Source: an optimization exercise on an open RTL-to-GDS flow (aim: a short achievable clock period and few clock cycles). Production flows keep margins and buffers that such runs may drop. In this exercise RTL edits were held to simulation tests only and were not proved equivalent to the original. Power and IR drop assume default switching activity.

<file path="flow/config.mk">
export PLATFORM = sky130hd
export DESIGN_NAME = pcodec
export DESIGN_NICKNAME = pcodec
export VERILOG_FILES = /design/flow/design.v
export SDC_FILE = /design/flow/constraint.sdc
export NUM_CORES = 4
export LEC_CHECK = 0
export CAP_MARGIN = 20
export CORE_MARGIN = 2
export CORE_UTILIZATION = 40
export SLEW_MARGIN = 20
</file>
<file path="flow/run.sh">
#!/bin/bash
# synth_recipe.tcl (not shown) runs the flow's synth.tcl, then flattens the netlist and writes it again
# the make line also repeats each setting of config.mk as NAME=value (left out here)
make -C /OpenROAD-flow-scripts/flow DESIGN_CONFIG=/design/flow/config.mk WORK_HOME=/design/flow/orfs CLKGATE_MAP_FILE= SYNTH_SCRIPT=/design/flow/synth_recipe.tcl finish
</file>
<file path="flow/design.v">
module pcodec (
  input  wire        clk,
  input  wire        rst,
  input  wire        start,
  input  wire [7:0]  op,
  input  wire [19:0] a_len,
  input  wire [19:0] out_cap,
  output wire        busy,
  output reg         done,
  output reg         fatal,
  output reg  [3:0]  err,
  output reg  [19:0] err_off,
  output reg  [19:0] out_len,
  output wire        in_re,
  output wire [19:0] in_addr,
  input  wire [7:0]  in_rdata,
  output reg         out_we,
  output reg  [19:0] out_addr,
  output reg  [7:0]  out_wdata
);
  localparam [7:0] OP_COMPRESS   = 8'h01;
  localparam [7:0] OP_DECOMPRESS = 8'h02;
  localparam [3:0] E_UNK_TYPE     = 4'd3;
  localparam [3:0] E_UNK_OPCODE   = 4'd4;
  localparam [3:0] E_TRUNC_STREAM = 4'd5;
  localparam [3:0] E_TRUNC_INSTR  = 4'd6;
  localparam [3:0] E_CAPACITY     = 4'd7;
  localparam [3:0] E_BAD_CMD      = 4'd8;
  localparam [15:0] MAX_LEN   = 16'hFFFF;
  localparam [19:0] MAX_COUNT = 20'd65535;
  localparam [5:0] S_IDLE    = 6'd0;
  localparam [5:0] S_RD      = 6'd1;    
  localparam [5:0] S_FIN     = 6'd2;
  localparam [5:0] C_INIT    = 6'd3;
  localparam [5:0] C_LOOP    = 6'd4;
  localparam [5:0] C_DET1    = 6'd5;
  localparam [5:0] C_DET2    = 6'd6;
  localparam [5:0] C_DETL    = 6'd7;
  localparam [5:0] C_DETG    = 6'd8;
  localparam [5:0] C_DECIDE  = 6'd9;
  localparam [5:0] C_CODE    = 6'd10;
  localparam [5:0] C_BRKG    = 6'd11;
  localparam [5:0] C_LIT     = 6'd12;
  localparam [5:0] C_LITG    = 6'd13;
  localparam [5:0] C_TAILG   = 6'd14;
  localparam [5:0] C_END     = 6'd15;
  localparam [5:0] C_APP     = 6'd16;
  localparam [5:0] C_CL0     = 6'd17;
  localparam [5:0] C_CL1     = 6'd18;
  localparam [5:0] C_CL2     = 6'd19;
  localparam [5:0] D_INIT    = 6'd20;
  localparam [5:0] D_HDR     = 6'd21;
  localparam [5:0] D_H0      = 6'd22;
  localparam [5:0] D_H1      = 6'd23;
  localparam [5:0] D_H2      = 6'd24;
  localparam [5:0] D_DATA    = 6'd25;
  localparam [5:0] D_DATAG   = 6'd26;
  localparam [5:0] D_CODE    = 6'd27;
  localparam [5:0] D_TAG     = 6'd28;
  localparam [5:0] D_S       = 6'd29;
  localparam [5:0] D_CL      = 6'd30;
  localparam [5:0] D_CH      = 6'd31;
  localparam [5:0] D_D       = 6'd32;
  localparam [5:0] D_EMIT    = 6'd33;
  reg [5:0]  state;
  reg [5:0]  rret;       
  reg [5:0]  aret;       
  reg [5:0]  cret;       
  reg [19:0] raddr;
  reg [19:0] n;
  reg [19:0] cap;
  reg [20:0] opos;       
  reg [19:0] a;          
  reg [19:0] j;          
  reg [19:0] k;          
  reg [7:0]  ba;         
  reg [7:0]  prev;       
  reg [7:0]  delta;
  reg [2:0]  cidx;       
  reg        dopen;      
  reg [20:0] hdr_pos;    
  reg [15:0] dlen;       
  reg [7:0]  app_byte;   
  reg [19:0] pc;
  reg        stype;
  reg [15:0] slen;
  reg [16:0] q;          
  reg [7:0]  di_val;
  reg [15:0] di_c;
  reg [7:0]  di_d;
  reg [15:0] di_k;
  assign busy    = (state != S_IDLE);
  assign in_re   = (state == S_RD);
  assign in_addr = raddr;
  wire [19:0] run_len  = j - a;
  wire [20:0] app_addr = dopen ? opos : opos + 21'd3;
  wire [20:0] code_addr = opos + {18'd0, cidx};
  wire [19:0] pay_addr = pc + 20'd3 + {3'd0, q};
  wire [16:0] slen_left = {1'b0, slen} - q;
  wire [21:0] sec_end  = {2'b0, pc} + 22'd3 + {6'd0, {in_rdata, slen[7:0]}};
  reg [7:0] code_byte;
  always @(*) begin
    case (cidx)
      3'd0: code_byte = 8'h01;            
      3'd1: code_byte = 8'h05;            
      3'd2: code_byte = 8'h00;
      3'd3: code_byte = 8'h00;            
      3'd4: code_byte = ba;               
      3'd5: code_byte = run_len[7:0];     
      3'd6: code_byte = run_len[15:8];
      default: code_byte = delta;
    endcase
  end
  always @(posedge clk) begin
    if (rst) begin
      state   <= S_IDLE;
      done    <= 1'b0;
      fatal   <= 1'b0;
      err     <= 4'd0;
      err_off <= 20'd0;
      out_len <= 20'd0;
      out_we  <= 1'b0;
    end else begin
      out_we <= 1'b0;
      case (state)
        S_IDLE: begin
          if (start) begin
            n       <= a_len;
            cap     <= out_cap;
            done    <= 1'b0;
            fatal   <= 1'b0;
            err     <= 4'd0;
            err_off <= 20'd0;
            out_len <= 20'd0;
            if (op == OP_COMPRESS)
              state <= C_INIT;
            else if (op == OP_DECOMPRESS)
              state <= D_INIT;
            else begin
              done  <= 1'b1;
              fatal <= 1'b1;
              err   <= E_BAD_CMD;
            end
          end
        end
        S_RD: state <= rret;
        S_FIN: begin
          done    <= 1'b1;
          out_len <= opos[19:0];
          state   <= S_IDLE;
        end
        C_INIT: begin
          opos  <= 21'd0;
          dopen <= 1'b0;
          a     <= 20'd0;
          if (n == 20'd0) begin
            dopen   <= 1'b1;
            hdr_pos <= 21'd0;
            dlen    <= 16'd0;
            opos    <= 21'd3;
            cret    <= S_FIN;
            state   <= C_CL0;
          end else
            state <= C_LOOP;
        end
        C_LOOP: begin
          if (a >= n)
            state <= C_END;
          else if (a == n - 20'd1) begin
            raddr <= a;
            rret  <= C_TAILG;
            state <= S_RD;
          end else begin
            raddr <= a;
            rret  <= C_DET1;
            state <= S_RD;
          end
        end
        C_DET1: begin
          ba    <= in_rdata;
          raddr <= a + 20'd1;
          rret  <= C_DET2;
          state <= S_RD;
        end
        C_DET2: begin
          delta <= in_rdata - ba;
          prev  <= in_rdata;
          j     <= a + 20'd2;
          state <= C_DETL;
        end
        C_DETL: begin
          if (j < n && run_len < MAX_COUNT) begin
            raddr <= j;
            rret  <= C_DETG;
            state <= S_RD;
          end else
            state <= C_DECIDE;
        end
        C_DETG: begin
          if (in_rdata - prev == delta) begin
            prev  <= in_rdata;
            j     <= j + 20'd1;
            state <= C_DETL;
          end else
            state <= C_DECIDE;
        end
        C_DECIDE: begin
          if (run_len > 20'd11) begin
            cidx <= 3'd0;
            if (dopen) begin
              cret  <= C_CODE;
              state <= C_CL0;
            end else
              state <= C_CODE;
          end else begin
            k     <= a;
            state <= C_LIT;
          end
        end
        C_CODE: begin
          if (code_addr >= {1'b0, cap}) begin
            done  <= 1'b1;
            fatal <= 1'b1;
            err   <= E_CAPACITY;
            state <= S_IDLE;
          end else begin
            out_we    <= 1'b1;
            out_addr  <= code_addr[19:0];
            out_wdata <= code_byte;
            cidx      <= cidx + 3'd1;
            if (cidx == 3'd7) begin
              opos <= opos + 21'd8;
              if (j < n) begin
                raddr <= j;
                rret  <= C_BRKG;
                state <= S_RD;
              end else begin
                a     <= n;
                state <= C_LOOP;
              end
            end
          end
        end
        C_BRKG: begin
          app_byte <= in_rdata;
          a        <= j + 20'd1;
          aret     <= C_LOOP;
          state    <= C_APP;
        end
        C_LIT: begin
          if (k < j) begin
            raddr <= k;
            rret  <= C_LITG;
            state <= S_RD;
          end else begin
            a     <= j;
            state <= C_LOOP;
          end
        end
        C_LITG: begin
          app_byte <= in_rdata;
          k        <= k + 20'd1;
          aret     <= C_LIT;
          state    <= C_APP;
        end
        C_TAILG: begin
          app_byte <= in_rdata;
          a        <= n;
          aret     <= C_LOOP;
          state    <= C_APP;
        end
        C_END: begin
          if (dopen) begin
            cret  <= S_FIN;
            state <= C_CL0;
          end else
            state <= S_FIN;
        end
        C_APP: begin
          if (dopen && dlen == MAX_LEN) begin
            cret  <= C_APP;
            state <= C_CL0;
          end else if (app_addr >= {1'b0, cap}) begin
            done  <= 1'b1;
            fatal <= 1'b1;
            err   <= E_CAPACITY;
            state <= S_IDLE;
          end else begin
            if (!dopen) begin
              dopen   <= 1'b1;
              hdr_pos <= opos;
              dlen    <= 16'd1;
            end else
              dlen <= dlen + 16'd1;
            out_we    <= 1'b1;
            out_addr  <= app_addr[19:0];
            out_wdata <= app_byte;
            opos      <= app_addr + 21'd1;
            state     <= aret;
          end
        end
        C_CL0: begin
          if (hdr_pos >= {1'b0, cap}) begin
            done  <= 1'b1;
            fatal <= 1'b1;
            err   <= E_CAPACITY;
            state <= S_IDLE;
          end else begin
            out_we    <= 1'b1;
            out_addr  <= hdr_pos[19:0];
            out_wdata <= 8'h00;
            state     <= C_CL1;
          end
        end
        C_CL1: begin
          if (hdr_pos + 21'd1 >= {1'b0, cap}) begin
            done  <= 1'b1;
            fatal <= 1'b1;
            err   <= E_CAPACITY;
            state <= S_IDLE;
          end else begin
            out_we    <= 1'b1;
            out_addr  <= hdr_pos[19:0] + 20'd1;
            out_wdata <= dlen[7:0];
            state     <= C_CL2;
          end
        end
        C_CL2: begin
          if (hdr_pos + 21'd2 >= {1'b0, cap}) begin
            done  <= 1'b1;
            fatal <= 1'b1;
            err   <= E_CAPACITY;
            state <= S_IDLE;
          end else begin
            out_we    <= 1'b1;
            out_addr  <= hdr_pos[19:0] + 20'd2;
            out_wdata <= dlen[15:8];
            dopen     <= 1'b0;
            state     <= cret;
          end
        end
        D_INIT: begin
          pc    <= 20'd0;
          opos  <= 21'd0;
          state <= D_HDR;
        end
        D_HDR: begin
          if (pc == n)
            state <= S_FIN;
          else if ({1'b0, pc} + 21'd3 > {1'b0, n}) begin
            done    <= 1'b1;
            fatal   <= 1'b1;
            err     <= E_TRUNC_STREAM;
            err_off <= pc;
            state   <= S_IDLE;
          end else begin
            raddr <= pc;
            rret  <= D_H0;
            state <= S_RD;
          end
        end
        D_H0: begin
          if (in_rdata > 8'd1) begin
            done    <= 1'b1;
            fatal   <= 1'b1;
            err     <= E_UNK_TYPE;
            err_off <= pc;
            state   <= S_IDLE;
          end else begin
            stype <= in_rdata[0];
            raddr <= pc + 20'd1;
            rret  <= D_H1;
            state <= S_RD;
          end
        end
        D_H1: begin
          slen[7:0] <= in_rdata;
          raddr     <= pc + 20'd2;
          rret      <= D_H2;
          state     <= S_RD;
        end
        D_H2: begin
          slen[15:8] <= in_rdata;
          if (sec_end > {2'b0, n}) begin
            done    <= 1'b1;
            fatal   <= 1'b1;
            err     <= E_TRUNC_STREAM;
            err_off <= pc;
            state   <= S_IDLE;
          end else begin
            q     <= 17'd0;
            state <= stype ? D_CODE : D_DATA;
          end
        end
        D_DATA: begin
          if (q < {1'b0, slen}) begin
            raddr <= pay_addr;
            rret  <= D_DATAG;
            state <= S_RD;
          end else begin
            pc    <= pc + 20'd3 + {4'd0, slen};
            state <= D_HDR;
          end
        end
        D_DATAG: begin
          if (opos >= {1'b0, cap}) begin
            done  <= 1'b1;
            fatal <= 1'b1;
            err   <= E_CAPACITY;
            state <= S_IDLE;
          end else begin
            out_we    <= 1'b1;
            out_addr  <= opos[19:0];
            out_wdata <= in_rdata;
            opos      <= opos + 21'd1;
            q         <= q + 17'd1;
            state     <= D_DATA;
          end
        end
        D_CODE: begin
          if (q < {1'b0, slen}) begin
            raddr <= pay_addr;
            rret  <= D_TAG;
            state <= S_RD;
          end else begin
            pc    <= pc + 20'd3 + {4'd0, slen};
            state <= D_HDR;
          end
        end
        D_TAG: begin
          if (in_rdata != 8'd0) begin
            done    <= 1'b1;
            fatal   <= 1'b1;
            err     <= E_UNK_OPCODE;
            err_off <= pay_addr;
            state   <= S_IDLE;
          end else if (slen_left < 17'd5) begin
            done    <= 1'b1;
            fatal   <= 1'b1;
            err     <= E_TRUNC_INSTR;
            err_off <= pay_addr;
            state   <= S_IDLE;
          end else begin
            raddr <= pay_addr + 20'd1;
            rret  <= D_S;
            state <= S_RD;
          end
        end
        D_S: begin
          di_val <= in_rdata;
          raddr  <= pay_addr + 20'd2;
          rret   <= D_CL;
          state  <= S_RD;
        end
        D_CL: begin
          di_c[7:0] <= in_rdata;
          raddr     <= pay_addr + 20'd3;
          rret      <= D_CH;
          state     <= S_RD;
        end
        D_CH: begin
          di_c[15:8] <= in_rdata;
          raddr      <= pay_addr + 20'd4;
          rret       <= D_D;
          state      <= S_RD;
        end
        D_D: begin
          di_d  <= in_rdata;
          di_k  <= 16'd0;
          q     <= q + 17'd5;
          state <= D_EMIT;
        end
        D_EMIT: begin
          if (di_k == di_c)
            state <= D_CODE;
          else if (opos >= {1'b0, cap}) begin
            done  <= 1'b1;
            fatal <= 1'b1;
            err   <= E_CAPACITY;
            state <= S_IDLE;
          end else begin
            out_we    <= 1'b1;
            out_addr  <= opos[19:0];
            out_wdata <= di_val;
            di_val    <= di_val + di_d;
            opos      <= opos + 21'd1;
            di_k      <= di_k + 16'd1;
          end
        end
        default: state <= S_IDLE;
      endcase
    end
  end
endmodule
</file>
<file path="flow/constraint.sdc">
create_clock -name core_clock -period 10.0 [get_ports {clk}]
set_input_delay 2.0000 -clock core_clock [delete_from_list [all_inputs] [get_ports {clk}]]
set_output_delay 2.0000 -clock core_clock [all_outputs]
set_load 0.01 [all_outputs]
</file>
==> results.sh <==
export IMPL_status="timing/DRC/antenna clean"
export IMPL_grt_max_degree=68
export IMPL_cp_start_kind="input port"
export IMPL_ir_drop_v=0.000143
export IMPL_clockBufferDepth=3
export IMPL_portBuffers=155
export IMPL_grt_total_usage_pct=29.7
export IMPL_n_fill_cell=8741
export IMPL_drive_gt1_share_pct=5.43
export IMPL_grt_pass1_vias=30634
export IMPL_syn_to_final_growth_pct=12.9
export IMPL_drc=0
export IMPL_clkSlewWorstSetupHoldPaths_ps=60
export IMPL_max_stage_delay_ps=840
export IMPL_path_max_fanout=17
export IMPL_synth_edf_count=354
export IMPL_critPathBufInv=2
export IMPL_synth_area_leader_cell="edfxtp_1"
export IMPL_dr_pass1_iters=9
export IMPL_postCtsSetupBuffers=0
export IMPL_cts_hold_repair_buffers=0
export IMPL_swShare_pct=37.3
export IMPL_finalClockSkew_ps=49.6
export IMPL_cts_sinks=407
export IMPL_finalSetupViolCount=0
export IMPL_core_mm2=0.0886
export IMPL_die_width_um=303
export IMPL_ys_flop_type="edfxtp_1"
export IMPL_layout_worst_path_cycle_share_pct=67.8
export IMPL_power_switching_w=0.00230
export IMPL_yosys_top_cells_area="edfxtp_1, ha_1, xnor2_1"
export IMPL_cp_data_required_time_ps=10260
export IMPL_avgSynthCellArea_um2=8.79
export IMPL_yosys_warnings=1
export IMPL_cts_htree_levels=2
export IMPL_period_minus_slack_ps=6780
export IMPL_pin_count=156
export IMPL_grt_overflow=0
export IMPL_nets=4591
export IMPL_start_util_pct=40.4
export IMPL_syn_nets=4514
export IMPL_via_per_inst=6.24
export IMPL_synth_top_area_share_pct=29.7
export IMPL_ys_seq_area_share_pct=32.6
export IMPL_placed_area_mm2=0.0387
export IMPL_rsz0062_at_grt="false"
export IMPL_synth_common_cells="ha_1, nor2_1, edfxtp_1, nand2_1, xnor2_1"
export IMPL_synth_distinct_cells=101
export IMPL_synthArstFlopShare_pct=0
export IMPL_setup_tns_ps=0
export IMPL_maxSlewViolCount=0
export IMPL_multi_input_comb_area_mm2=0.0227
export IMPL_insertion_delay_ps=680
export IMPL_synth_cells=4079
export IMPL_worst_pin_slew_ps=1200
export IMPL_drt_iter0_markers=4455
export IMPL_dp_final_hpwl_um=106000
export IMPL_cts_buffers=51
export IMPL_path_class="in2reg"
export IMPL_dieArea_mm2=0.0920
export IMPL_powerDensity_mw_per_mm2=152
export IMPL_post_cts_resized=0
export IMPL_finalWirelength_um=140000
export IMPL_yosys_register_bits=407
export IMPL_placedCellCount=5268
export IMPL_combPwrFrac_pct=32.8
export IMPL_syn_area_mm2=0.0359
export IMPL_cp_end_kind="flip-flop"
export IMPL_cp_arrival_ps=7040
export IMPL_clkPwrFrac_pct=31.4
export IMPL_antenna_left=0
export IMPL_num_rows=109
export IMPL_synth_most_common_cell="ha_1"
export IMPL_die_h_um=303
export IMPL_cts_tree="yes"
export IMPL_seq_area_mm2=0.0117
export IMPL_fin_area_mm2=0.0405
export IMPL_clock_tree_root_cell="clkbuf_16"
export IMPL_antenna_found_initial=3
export IMPL_max_cap_violations=0
export IMPL_gp_congestion=1.03
export IMPL_slew_limit_headroom_pct=19.1
export IMPL_critPathSlowestCell="a21oi_2"
export IMPL_cp_cell_sequence="clkdlybuf4s50_1 > buf_4 > ha_1 > ha_1 > o21ai_0 > a21oi_1 > o31ai_1 > o21bai_1 > a21oi_1 > xnor2_1 > ha_1 > a21o_1 > a21o_1 > a21o_1 > a21oi_1 > nor2b_1 > o21ai_0 > nand4b_1 > a21boi_0 > a21oi_2"
export IMPL_finalNonFillerCells=5365
export IMPL_crit_family="compound AO/OA/AOI/OAI gates"
export IMPL_power_frac_seq_pct=35.7
export IMPL_grt_pass1_wl_um=204000
export IMPL_hold_slack_ps=497
export IMPL_power_w=0.00617
export IMPL_max_freq_ghz=0.148
export IMPL_p_int_w=0.00387
export IMPL_p_leak_nw=15.5
export IMPL_vias=33482
export IMPL_holdCritPathClass="reg2reg"
export IMPL_wire_per_inst_um=26.2
export IMPL_finalHoldViolCount=0
==> layout by cell type (no fill, tap or decap), types with 18 or more instances in the layout <==
| cell type | instances |
|---|---|
| a211oi_1 | 39 |
| a21o_1 | 107 |
| a21oi_1 | 228 |
| a221oi_1 | 28 |
| a222oi_1 | 35 |
| a22oi_1 | 80 |
| a31oi_1 | 32 |
| and2_1 | 20 |
| and3_1 | 84 |
| buf_4 | 77 |
| clkbuf_1 | 18 |
| clkbuf_16 | 55 |
| clkdlybuf4s50_1 | 154 |
| dfxtp_1 | 52 |
| edfxtp_1 | 354 |
| ha_1 | 366 |
| inv_1 | 203 |
| nand2_1 | 346 |
| nand2b_1 | 46 |
| nand3_1 | 153 |
| nand4_1 | 65 |
| nor2_1 | 357 |
| nor2b_1 | 39 |
| nor3_1 | 86 |
| nor4_1 | 35 |
| o211ai_1 | 32 |
| o21a_1 | 24 |
| o21ai_0 | 230 |
| o22ai_1 | 29 |
| or3_1 | 35 |
| xnor2_1 | 265 |
| xor2_1 | 168 |
==> registers in the layout, indices dropped and copies added, names as in the netlist, 17 cells and up <==
register	cells
opos	21
cap	20
k	20
q	17
hdr_pos	21
n	20
out_len	20
a	20
err_off	20
j	20
out_addr	20
pc	20
raddr	20
==> layer usage <==
metal	wire length, µm	GRT usage (%)	up-vias
met3	14900	5.39	319
met4	6380	12.8	6
met5	35	0	-
li1	-	-	15275
met1	59200	41.9	16095
met2	59900	44.6	1787
==> through the flow <==
step           worst slack (ps)  util [%]
2_1_floorplan              3620         -
3_3_place_gp               2600      43.7
3_5_place_dp               2590      43.7
4_1_cts                    3280      45.6
5_1_grt                    2890      45.7
6_report                   3220      45.7
==> power groups by stage <==
stage               Clock, W  Sequential [W]  Combinational (W)
global placement           0         0.00223            0.00195
floorplan                  0         0.00215            0.00130
finish               0.00194         0.00220            0.00203
detailed placement         0         0.00223            0.00198
CTS                  0.00197         0.00220            0.00199
global route         0.00202         0.00221            0.00221
==> area by class of cell <==
type	count	share of cell area, %
Clock inverter	21	0.612
Clock buffer	75	3.64
Inverter	207	1.92
Sequential cell	407	28.9
Timing Repair Buffer	232	5.25
Multi-Input combinational cell	3257	56.1
Antenna cell	1	0.00618
Tap cell	1165	3.60
==> cell families after synthesis <==
logic type,Yosys count,share of synthesized area [%]
muxes,19,0.579
buffers and inverters,415,4.39
xor gates and xnor gates,433,10.6
AOI/OAI and AO/OA,1059,19.9
adders and majority gates,376,13.3
DFF,407,32.6
and+or+nand+nor,1370,18.6
==> worst register-to-register path, stage by stage (launching register included) <==
cell	delay (ps)
edfxtp_1	640
inv_1	140
ha_1	300
inv_1	40
ha_1	200
inv_1	70
fa_1	220
nor2b_1	60
o21ai_0	200
a21boi_0	150
o21ai_0	220
a21boi_0	150
o21ai_0	240
a21oi_1	130
o31ai_1	520
o21bai_1	110
a21oi_1	200
xnor2_1	140
ha_1	260
a21o_1	180
a21o_1	170
a21o_1	170
a21oi_1	140
nor2b_1	60
o21ai_0	170
nand4b_1	230
a21boi_0	270
a21oi_2	840
==> worst paths after layout <==
kind,startpoint,to,slack (ps),depth (start not counted)
worst max register to register,pc[1],q[8],3350,27
worst min-delay path,out_len[13],out_len[13],500,2
worst min register to register,out_len[13],out_len[13],500,2
worst max-delay path,in_rdata[0],q[8],3220,20
Testbench counts, summed over its fixed seeds: cycles 384,581.

[port drivers added, routing unchanged]
No port has a modelled driver above. Below, the same layout with a new extraction and two added sets of constraints. Step 1: set_driving_cell puts a clkbuf_16 on clk and a buf_2 on each other input, an assumption about the parent block. Step 2 adds t to the input delays and takes it off the output delays; t is the mean of the earliest and latest rising clock arrival at the registers after step 1. Input paths then give back, and output paths get back, about the clock's delay inside the block. Slacks: ideal / step 1 / step 2; pairs: ideal / step 1.
t (ns): 0.723
slack for setup (ns): 3.224 / 3.178 / 2.455
slew at the worst register clock pin (ns): 0.08 / 0.08
worst data-port slew with drivers (ns): 0.15
cell pins on the clock port's net: 1
After both steps this run still meets setup and hold. The setup slack of this run moves by -0.046 ns with the drivers and by -0.769 ns with both steps.
